This is an optimization exercise on Yosys and OpenROAD, whose aim is small area, a short achievable clock period and few clock cycles, not a production implementation. Where RTL was checked, it was by simulation tests only, not by an equivalence proof against the original.

==> inputs of violet <==
// bunny24_cipher
module bunny24_cipher (
  input         clk,
  input         rst,         
  input         key_valid,
  input  [23:0] key_in,
  output        key_ready,
  input         in_valid,
  input  [1:0]  in_mode,
  input  [23:0] in_data,
  output        in_ready,
  output        out_valid,
  output [23:0] out_data,
  input         out_ready
);
  reg [23:0] in_q;               
  reg [1:0]  mode_q;
  reg        fire_q;             
  reg [23:0] key_q;
  reg        kfire_q;            
  reg        have_key;
  reg        kexp;               
  reg        kinit;              
  reg [4:0]  kcnt;               
  reg [23:0] key_reg;            
  reg [23:0] rk [0:15];          
  reg [47:0] win;                
  reg [23:0] a, b;               
  reg        av, adec, ared, bv, bdec, bred;
  reg [3:0]  akidx, bkidx;       
  reg [1:0]  atag, btag;         
  reg [23:0] obuf, sb0, sb1;     
  reg        ov, sb0v, sb1v;
  ...
clock: 8.0 ns
lec_check: 0
cap_margin: 20
core_margin: 2
core_utilization: 40
slew_margin: 20
run.sh (not shown) runs the stock make flow with config.mk's settings and CLKGATE_MAP_FILE= SYNTH_SCRIPT=/design/flow/synth_recipe.tcl, a recipe that flattens the netlist after the stock synthesis.
==> inputs of juniper, as changes to violet <==
--- a/flow/config.mk
+++ b/flow/config.mk
@@ -9,3 +9,4 @@
 export CORE_MARGIN = 2
 export CORE_UTILIZATION = 40
+export SETUP_SLACK_MARGIN = 4.5
 export SLEW_MARGIN = 20
==> comparison table <==
Inverters: juniper 91; violet 87
Per-cell routed wire length: juniper 27.6 um; violet 26.3 um
Wire length of the first global-routing pass: juniper 187 mm; violet 172 mm
Final period utilization: juniper 0.492; violet 0.701
Post-CTS setup buffer count: juniper 185; violet 0
Number of optimization iterations in the first detailed-route pass: juniper 6; violet 8
Setup slack of the worst register-to-register path: juniper 4.06 ns; violet 2.39 ns
Global routing met1 resource utilization: juniper 0.387; violet 0.356
Post-DR vias/cell: juniper 6.10; violet 5.97
Worst-path cell with the longest stage delay: juniper or4_4; violet or3_1
Worst path max stage delay: juniper 0.50 ns; violet 0.76 ns
Cells on worst reg2reg path: juniper 16; violet 15
Clock latency at the later pin of the worst-skew pair: juniper 0.66 ns; violet 0.65 ns
Routing usage on met2: juniper 0.388; violet 0.368
Clock tree skew after final layout: juniper 0.0351 ns; violet 0.0307 ns
Detail Route met2 WL: juniper 55.9 mm; violet 51.6 mm
Num CTS Buffers: juniper 79; violet 82
Buffers & Inverters on Critical Path: juniper 4; violet 2
Max Fclk: juniper 254 MHz; violet 178 MHz
Post-layout worst setup margin: juniper 4.06 ns; violet 2.39 ns
Routability Congestion: juniper 0.903; violet 0.935
Status: juniper complete, no violations; violet complete, no violations
Function was not checked in any run of this note: the RTL went through the layout flow alone.

========
==> v6 <==
Another version of the RTL of bunny24_cipher (not shown whole).
// bunny24_cipher
module bunny24_cipher (
  input         clk,
  input         rst,         
  input         key_valid,
  input  [23:0] key_in,
  output        key_ready,
  input         in_valid,
  input  [1:0]  in_mode,
  input  [23:0] in_data,
  output        in_ready,
  output        out_valid,
  output [23:0] out_data,
  input         out_ready
);
clock: 8.0 ns
lec_check: 0
abc_area: 1
cap_margin: 20
core_margin: 2
core_utilization: 40
cts_buf_list: sky130_fd_sc_hd__clkbuf_4 sky130_fd_sc_hd__clkbuf_8
setup_slack_margin: 5
slew_margin: 20
==> inputs of v14, as changes to v6 <==
--- a/flow/design.v
+++ b/flow/design.v
@@ -185,15 +185,14 @@
   input  [23:0] in_data,
   output        in_ready,
   output        out_valid,
   output [23:0] out_data,
   input         out_ready
 );
-  localparam NP = 3;             
-  localparam NT = 8;             
-  localparam TW = 4;             
+  localparam NP = 2;             
+  localparam NT = 6;             
   reg        kfire_q;            
   reg        have_key;
   reg        kexp;               
   reg        kinit;              
   reg [4:0]  kcnt;               
   reg        kwr;                
@@ -240,71 +239,57 @@
     kcnt_d <= kcnt;
     if (kfire_q)
       kcnt <= 5'd0;
     else if (kchunk)
       kcnt <= kcnt + 5'd1;
   end
-  reg  [NP-1:0] ente, entd;      
-  reg  [TW-1:0] itag;            
+  reg  [NP-1:0] ent;             
+  reg  [2:0]  itag;              
   wire        fire_in = in_valid & in_ready_r;
   wire [23:0] win_blk = in_mode[1] ? (in_data ^ key_reg) :
                         (in_mode[0] ? (in_data ^ rk[15]) : (in_data ^ rk[0]));
   wire [NP-1:0] av_v, alast_v, av_n_v, blast_v;
-  wire [TW-1:0] btag_v [0:NP-1];
+  wire [2:0]    btag_v [0:NP-1];
   wire [23:0]   nxt_v  [0:NP-1];
   wire [23:0]   a_v    [0:NP-1];
   wire [23:0]   sf_v   [0:NP-1];
   genvar p;
   generate
     for (p = 0; p < NP; p = p + 1) begin : g_pipe
-      localparam ANY = (p == 0);
-      localparam DEC = (p == 2);
       reg [23:0] a, b;
       reg        av, adec, ared, bv, bdec, bred;
       reg [3:0]  akidx, bkidx;   
-      reg [TW-1:0] atag, btag;
-      wire [23:0] h1, sf, h2;
-      if (ANY) begin : g_any
-        wire [23:0] mi, mf, si;
-        bunny24_sfwd u_sf (.in(a), .out(sf));
-        bunny24_minv u_mi (.in(a), .out(mi));
-        bunny24_mfwd u_mf (.in(b), .out(mf));
-        bunny24_sinv u_si (.in(b), .out(si));
-        assign h1 = adec ? mi : sf;
-        assign h2 = bdec ? si : mf;
-      end else if (DEC) begin : g_dec
-        bunny24_minv u_mi (.in(a), .out(h1));
-        bunny24_sinv u_si (.in(b), .out(h2));
-        assign sf = 24'd0;
-      end else begin : g_enc
-        bunny24_sfwd u_sf (.in(a), .out(h1));
-        bunny24_mfwd u_mf (.in(b), .out(h2));
-        assign sf = h1;
-      end
+      reg [2:0]  atag, btag;
+      wire [23:0] sf, mi, mf, si;
+      bunny24_sfwd u_sf (.in(a), .out(sf));
+      bunny24_minv u_mi (.in(a), .out(mi));
+      bunny24_mfwd u_mf (.in(b), .out(mf));
+      bunny24_sinv u_si (.in(b), .out(si));
+      wire [23:0] h1     = adec ? mi : sf;
       wire [23:0] kround = bred ? key_reg : rk[bkidx];
-      wire [23:0] nxt    = h2 ^ kround;
-      wire        alast  = av & (akidx == (adec ? 4'd0 : 4'd15));
-      wire        blast  = bv & (bkidx == (bdec ? 4'd0 : 4'd15));
+      wire [23:0] nxt    = (bdec ? si : mf) ^ kround;
+      wire        alast  = av & (adec ? (akidx == 4'd0) : (akidx == 4'd15));
+      wire        blast  = bv & (bdec ? (bkidx == 4'd0) : (bkidx == 4'd15));
       wire        bcont  = bv & ~blast;
       wire [3:0]  bkidx_n = bdec ? bkidx - 4'd1 : bkidx + 4'd1;
-      wire        av_n   = bcont | (fire_in & (in_mode[0] ? entd[p] : ente[p]));
+      wire        av_n   = bcont | (fire_in & ent[p]);
       always @(posedge clk) begin
         b     <= h1;
-        bdec  <= ANY ? adec : DEC;
+        bdec  <= adec;
         bred  <= ared;
         bkidx <= akidx;
         btag  <= atag;
         if (bcont) begin
           a     <= nxt;
-          adec  <= ANY ? bdec : DEC;
+          adec  <= bdec;
           ared  <= bred;
           akidx <= bkidx_n;
           atag  <= btag;
         end else begin
           a     <= (p == 0 && kfire_q) ? key_reg : win_blk;
-          adec  <= ANY ? in_mode[0] : DEC;
+          adec  <= in_mode[0];
           ared  <= in_mode[1];
           akidx <= (in_mode[1] ^ in_mode[0]) ? 4'd14 : 4'd1;
           atag  <= itag;
         end
         if (rst) begin
           av <= 1'b0;
@@ -327,14 +312,14 @@
   assign a0  = a_v[0];
   assign sf0 = sf_v[0];
   reg [23:0] res [0:NT-1];
   reg [NT-1:0] resv;
   reg [23:0] obuf;
   reg        ov;
-  reg [TW-1:0] otag;             
-  reg [TW-1:0] cnt;              
+  reg [2:0]  otag;               
+  reg [2:0]  cnt;                
   wire deliver = ov & out_ready;
   wire ofree   = ~ov | out_ready;
   wire take    = resv[otag] & ofree;
   integer t, q;
   always @(posedge clk) begin
     if (take)
@@ -345,54 +330,49 @@
           res[t] <= nxt_v[q];
   end
   wire kexp_n = kfire_q | (kexp & ~kdone);
   wire kbusy_n = kexp_n | kchunk;          
   wire [4:0] kcnt_n = kfire_q ? 5'd0 : (kchunk ? kcnt + 5'd1 : kcnt);
   wire early_ok = in_valid & ~fire_in & (in_mode[1] | (~in_mode[0] & (kcnt_n >= 5'd5)));
-  wire [TW-1:0] cnt_n = cnt + fire_in - deliver;
+  wire [2:0] cnt_n = cnt + {2'b00, fire_in} - {2'b00, deliver};
   wire [NP-1:0] afree = ~av_v | alast_v;    
-  wire [NP-1:0] ente_n = afree[1] ? 3'b010 : {2'b00, afree[0]};
-  wire [NP-1:0] entd_n = afree[2] ? 3'b100 : {2'b00, afree[0]};
-  wire free_e = afree[1] | afree[0], free_d = afree[2] | afree[0];
-  wire free_ok = (free_e & free_d) |
-                 (in_valid & ~fire_in & (in_mode[0] ? free_d : free_e));
+  wire [NP-1:0] ent_n = afree & ~(afree - 1'b1);
   always @(posedge clk) begin
-    ente <= ente_n;
-    entd <= entd_n;
+    ent <= ent_n;
     if (rst) begin
       kfire_q     <= 1'b0;
       have_key    <= 1'b0;
       kexp        <= 1'b0;
       ov          <= 1'b0;
       resv        <= {NT{1'b0}};
-      itag        <= 0;
-      otag        <= 0;
-      cnt         <= 0;
+      itag        <= 3'd0;
+      otag        <= 3'd0;
+      cnt         <= 3'd0;
       in_ready_r  <= 1'b0;
       key_ready_r <= 1'b1;
     end else begin
       kfire_q  <= fire_key;
       have_key <= have_key | fire_key;
       kexp     <= kexp_n;
       if (fire_in)
-        itag <= (itag == NT - 1) ? 0 : itag + 1'b1;
+        itag <= (itag == NT - 1) ? 3'd0 : itag + 3'd1;
       if (take) begin
         ov   <= 1'b1;
-        otag <= (otag == NT - 1) ? 0 : otag + 1'b1;
+        otag <= (otag == NT - 1) ? 3'd0 : otag + 3'd1;
       end else if (deliver)
         ov <= 1'b0;
       for (t = 0; t < NT; t = t + 1)
         if (take && otag == t)
           resv[t] <= 1'b0;
         else
           for (q = 0; q < NP; q = q + 1)
             if (blast_v[q] && btag_v[q] == t)
               resv[t] <= 1'b1;
       cnt <= cnt_n;
       in_ready_r  <= have_key & ~fire_key & (~kbusy_n | early_ok) & ~kfire_q &
-                     free_ok & (cnt_n != NT);
+                     (|afree) & (cnt_n != NT);
       key_ready_r <= ~fire_in & ~kbusy_n & ~kfire_q & ~(|av_n_v) & (&afree);
     end
   end
   assign key_ready = key_ready_r;
   assign in_ready  = in_ready_r;
   assign out_valid = ov;
==> run summary <==
                                                                                              v14                          v6
Initial antenna violation count                                                                 3                          27
Clk slew on worst S/H paths                                                               0.06 ns                     0.07 ns
Synth top area share                                                                       31.61%                      28.80%
Clock Skew                                                                             0.05110 ns                  0.07547 ns
Clock buf/inv share                                                                        4.621%                      4.495%
Die outline area                                                                     139,800 um^2                165,900 um^2
Number of global-route vias before repair                                                  50.54k                      62.44k
Detailed-route via count                                                                   54.57k                      68.92k
Adder-Cell Fraction of Synth Area                                                          3.421%                      3.050%
Flop and latch count out of synthesis                                                         795                         920
Multi-input gate share of total cell area                                                  48.37%                      48.95%
Outcome                                                                   complete, no violations     complete, no violations
Global router's overall resource usage                                                     32.17%                      39.18%
Synth-to-layout area growth                                                                15.31%                      16.82%
Startpoint of the worst register-to-register path                      g_pipe[1].bkidx[1]$_DFF_P_  g_pipe[1].bkidx[3]$_DFF_P_
Floorplan die width                                                                      373.9 um                    407.3 um
Register-to-register setup slack                                                          4.96 ns                     4.90 ns
Seq/Total Area, Yosys                                                                      39.62%                      37.90%
Minimum clock period                                                                     3.038 ns                    3.143 ns
Count of buffering cells on the critical path with inverters included                           2                           1
Number of multi-input logic gates                                                           5,358                       6,232
Final period utilization                                                                   37.98%                      39.29%
Worst flop-to-flop path endpoint                                              res[2][4]$_DFFE_PP_        res[5][17]$_DFFE_PP_
Testbench counts of v6, summed over its fixed seeds: cycles 18,282.
Testbench counts of v14, summed over its fixed seeds: cycles 22,580.

port drivers added, routing unchanged:
How much do the figures lean on ideal ports? The routed layouts below were timed once more, with nothing changed but the port constraints.
Step 1 assumes that a clkbuf_16 drives the clock port and a buf_2 every other input.
Step 2 also shifts input and output timing later by t, the mid clock arrival at the registers, as if the neighbouring blocks saw the same clock.
a / b / c = no drivers / after step 1 / after step 2; a / b = the first two.
run | shift t [ns] | setup WS [ns] | hold slack, ns | clock arrival spread, ns | slew at the worst register clock pin (ns)
violet | 0.698 | 2.394 / 2.394 / 2.394 | 0.345 / 0.345 / 0.345 | 0.031 / 0.031 | 0.07 / 0.07
juniper | 0.714 | 4.064 / 4.064 / 3.789 | 0.340 / 0.340 / 0.340 | 0.045 / 0.045 | 0.07 / 0.07
v6 | 1.039 | 4.857 / 4.777 / 4.031 | 0.317 / 0.317 / 0.317 | 0.090 / 0.090 | 0.07 / 0.07
v14 | 0.927 | 4.962 / 4.919 / 4.138 | 0.326 / 0.326 / 0.326 | 0.053 / 0.053 | 0.07 / 0.07
After both steps every run listed still meets setup and hold. For v6, which loses most, drivers alone change the setup slack by -0.080 ns; drivers and shift together by -0.826 ns.
